Source: an optimization exercise on an open RTL-to-GDS flow (aim: small area, a short achievable clock period and few clock cycles per item). Production flows keep margins and buffers that such runs may drop. At most, simulation tests tie the RTL to the original design; equivalence was not proved.

## old
==> module enc1750_fmt, before the edit <==
module enc1750_fmt (
    input  wire [38:0] frac,    
    input  wire  [2:0] fsel,    
    input  wire        m39,     
    input  wire        m38,     
    input  wire  [7:0] xe0,     
    input  wire        xinc,    
    input  wire        xdec,    
    output wire [47:0] data
);
    wire c = (fsel[0] & frac[30]) | (fsel[1] & frac[16]) | (fsel[2] & frac[0]);
    wire [37:0] xs = frac[38:1];
    wire [7:0]  xa = xs[37:30];
    wire [13:0] xb = xs[29:16];
    wire [15:0] xc = xs[15:0];
    wire cc = c;
    wire cb = fsel[2] ? (c & (&xc)) : c;
    wire ca = fsel[0] ? c : cb & (&xb);
    wire [15:0] wc;
    wire [13:0] wb;
    wire [7:0]  wa;
    genvar i;
    generate
        for (i = 0; i < 16; i = i + 1) begin : g_c
            if (i == 0) assign wc[i] = xc[i] ^ cc;
            else        assign wc[i] = xc[i] ^ (cc & (&xc[i-1:0]));
        end
        for (i = 0; i < 14; i = i + 1) begin : g_b
            if (i == 0) assign wb[i] = xb[i] ^ cb;
            else        assign wb[i] = xb[i] ^ (cb & (&xb[i-1:0]));
        end
        for (i = 0; i < 8; i = i + 1) begin : g_a
            if (i == 0) assign wa[i] = xa[i] ^ ca;
            else        assign wa[i] = xa[i] ^ (ca & (&xa[i-1:0]));
        end
    endgenerate
    wire ina = fsel[0] | fsel[1] | fsel[2];
    wire inb = fsel[1] | fsel[2];
    wire inc = fsel[2];
    wire [7:0]  ma = wa & {8{ina}};
    wire [13:0] mb = wb & {14{inb}};
    wire [15:0] mc = wc & {16{inc}};
    wire [7:0] flip;
    generate
        for (i = 0; i < 8; i = i + 1) begin : g_e
            if (i == 0) assign flip[i] = xinc | xdec;
            else        assign flip[i] = (xinc & (&xe0[i-1:0])) | (xdec & ~(|xe0[i-1:0]));
        end
    endgenerate
    wire [7:0] xe = xe0 ^ flip;
    assign data = {m39, m38, ma, mb[13:8] | (xe[5:0] & {6{fsel[0]}}), mb[7:0],
                   xe & {8{~fsel[0]}}, mc};
endmodule
==> flow/config.mk <==
export PLATFORM = sky130hd
export DESIGN_NAME = fp_encode_1750a
export DESIGN_NICKNAME = fp_encode_1750a
export VERILOG_FILES = /design/flow/design.v
export SDC_FILE = /design/flow/constraint.sdc
export NUM_CORES = 4
export LEC_CHECK = 0
export ABC_AREA = 1
export CAP_MARGIN = 20
export CORE_MARGIN = 2
export CORE_UTILIZATION = 40
export CTS_BUF_LIST = sky130_fd_sc_hd__clkbuf_8
export SLEW_MARGIN = 20
==> flow/constraint.sdc <==
create_clock -name core_clock -period 10.0 [get_ports {clk}]
set_input_delay 2.0000 -clock core_clock [delete_from_list [all_inputs] [get_ports {clk}]]
set_output_delay 2.0000 -clock core_clock [all_outputs]
set_load 0.01 [all_outputs]
standard.sh (not shown) runs the stock make flow with config.mk's settings and CLKGATE_MAP_FILE= SYNTH_SCRIPT=/design/flow/synth_recipe.tcl, a recipe that flattens the netlist after the stock synthesis.
==> flow/flow/run.sh <==
#!/bin/bash
# The standard layout (standard.sh, the standard flow's own ORFS flow) with four changes:
# the port buffers are sky130_fd_sc_hd__buf_2 cells instead of the delay
# buffers buffer_ports picks by default (every port still gets a buffer),
# timing repair aims for a setup slack of 5.4 ns, clock tree synthesis adds
# no dummy loads, and the request data ports' buffers are made buf_1 after
# global placement (flow/ports.tcl).
set -euo pipefail
export BUFFER_PORTS_ARGS="-buffer_cell sky130_fd_sc_hd__buf_2"
export SETUP_SLACK_MARGIN=5.4
export CTS_ARGS="-sink_clustering_enable -repair_clock_nets -buf_list sky130_fd_sc_hd__clkbuf_8 -dont_use_dummy_load"
export POST_GLOBAL_PLACE_TCL="$PWD/flow/ports.tcl"
bash standard.sh > standard.log 2>&1
==> flow/flow/ports.tcl <==
# After global placement: the buffers of the request data ports (in_value,
# in_width) become sky130_fd_sc_hd__buf_1. Every port keeps its buffer; the
# handshake and reset ports keep buf_2. Timing repair may resize them again.
set block [ord::get_db_block]
set n 0
foreach bterm [$block getBTerms] {
  set name [$bterm getName]
  if {[$bterm getIoType] ne "INPUT"} { continue }
  if {![string match "in_value*" $name] && ![string match "in_width*" $name]} { continue }
  set net [$bterm getNet]
  foreach iterm [$net getITerms] {
    set inst [$iterm getInst]
    if {[[$inst getMaster] getName] eq "sky130_fd_sc_hd__buf_2"} {
      replace_cell [get_cells [$inst getName]] sky130_fd_sc_hd__buf_1
      incr n
    }
  }
}
puts "ports.tcl: $n input buffers resized to buf_1"
Testbench counts of old, summed over its fixed seeds: cycles 24,809, items 24,000.
The inputs of new differ from those of old as listed below.
diff --git a/flow/design.v b/flow/design.v
--- a/flow/design.v
+++ b/flow/design.v
@@ -14,26 +14,32 @@
     wire [13:0] xb = xs[29:16];
     wire [15:0] xc = xs[15:0];
     wire cc = c;
     wire cb = fsel[2] ? (c & (&xc)) : c;
     wire ca = fsel[0] ? c : cb & (&xb);
+    wire [15:0] pc; wire [13:0] pb; wire [7:0] pa;
+    assign pc[0] = cc; assign pb[0] = cb; assign pa[0] = ca;
+    genvar j;
+    generate for (j = 1; j < 16; j = j + 1) begin : g_pc assign pc[j] = pc[j-1] & xc[j-1]; end endgenerate
+    generate for (j = 1; j < 14; j = j + 1) begin : g_pb assign pb[j] = pb[j-1] & xb[j-1]; end endgenerate
+    generate for (j = 1; j < 8; j = j + 1) begin : g_pa assign pa[j] = pa[j-1] & xa[j-1]; end endgenerate
     wire [15:0] wc;
     wire [13:0] wb;
     wire [7:0]  wa;
     genvar i;
     generate
         for (i = 0; i < 16; i = i + 1) begin : g_c
             if (i == 0) assign wc[i] = xc[i] ^ cc;
-            else        assign wc[i] = xc[i] ^ (cc & (&xc[i-1:0]));
+            else        assign wc[i] = xc[i] ^ pc[i];
         end
         for (i = 0; i < 14; i = i + 1) begin : g_b
             if (i == 0) assign wb[i] = xb[i] ^ cb;
-            else        assign wb[i] = xb[i] ^ (cb & (&xb[i-1:0]));
+            else        assign wb[i] = xb[i] ^ pb[i];
         end
         for (i = 0; i < 8; i = i + 1) begin : g_a
             if (i == 0) assign wa[i] = xa[i] ^ ca;
-            else        assign wa[i] = xa[i] ^ (ca & (&xa[i-1:0]));
+            else        assign wa[i] = xa[i] ^ pa[i];
         end
     endgenerate
     wire ina = fsel[0] | fsel[1] | fsel[2];
     wire inb = fsel[1] | fsel[2];
     wire inc = fsel[2];
==> summary.txt <==
new finished end to end and its layout was clean on timing, DRC and antenna. Measured against each other, old and new differ in wire length, the lower figure coming from new. Taking old as the reference, in new via count of the first global-routing pass went down by 1.1%, number of well taps went down about 2.2%, combined area of the multi-input logic cells now sits higher, sequential cell count was more or less identical, routed length on met3 up about 22%. Cmp old and new / layout net count / higher: old. Taking old as the reference, in new initial cell density of the core now larger, maximum clock rate now smaller, post-synthesis cell area now smaller, share of the synthesized netlist area taken by xor and xnor gates now larger. The share of the cycle needed by the critical path after routing of new is higher than that of old. On clock skew, old tracks new almost exactly. Worst hold-check slack up 4.7 ps in new wrt old.
No functional check of the RTL was part of new.

[what the ideal ports hide]
No port has a modelled driver above. Below, the same layouts with a new extraction and two added sets of constraints. Step 1 sets driving cells, clkbuf_16 on the clock port and buf_2 on the other inputs (assumed; they add their load-dependent delay and slew). Step 2 adds t to the input delays and takes it off the output delays; t is the mean of the earliest and latest rising clock arrival at the registers after step 1. Input paths then give back, and output paths get back, about the clock's delay inside the block. Three values: no drivers, after step 1, after step 2; two values: the first two.
| run | t, ns | setup slack, ns | worst setup path after step 2 | worst register clock-pin slew, ns | worst slew at a driven data input, ns |
|---|---|---|---|---|---|
| old | 0.387 | 5.573 / 5.555 / 5.555 | input to output | 0.08 / 0.08 | 0.06 |
| new | 0.394 | 4.381 / 4.346 / 4.740 | register to output | 0.08 / 0.08 | 0.06 |
After both steps every run listed still meets setup and hold. For old, which loses most, drivers alone change the setup slack by -0.018 ns; drivers and shift together by -0.018 ns.
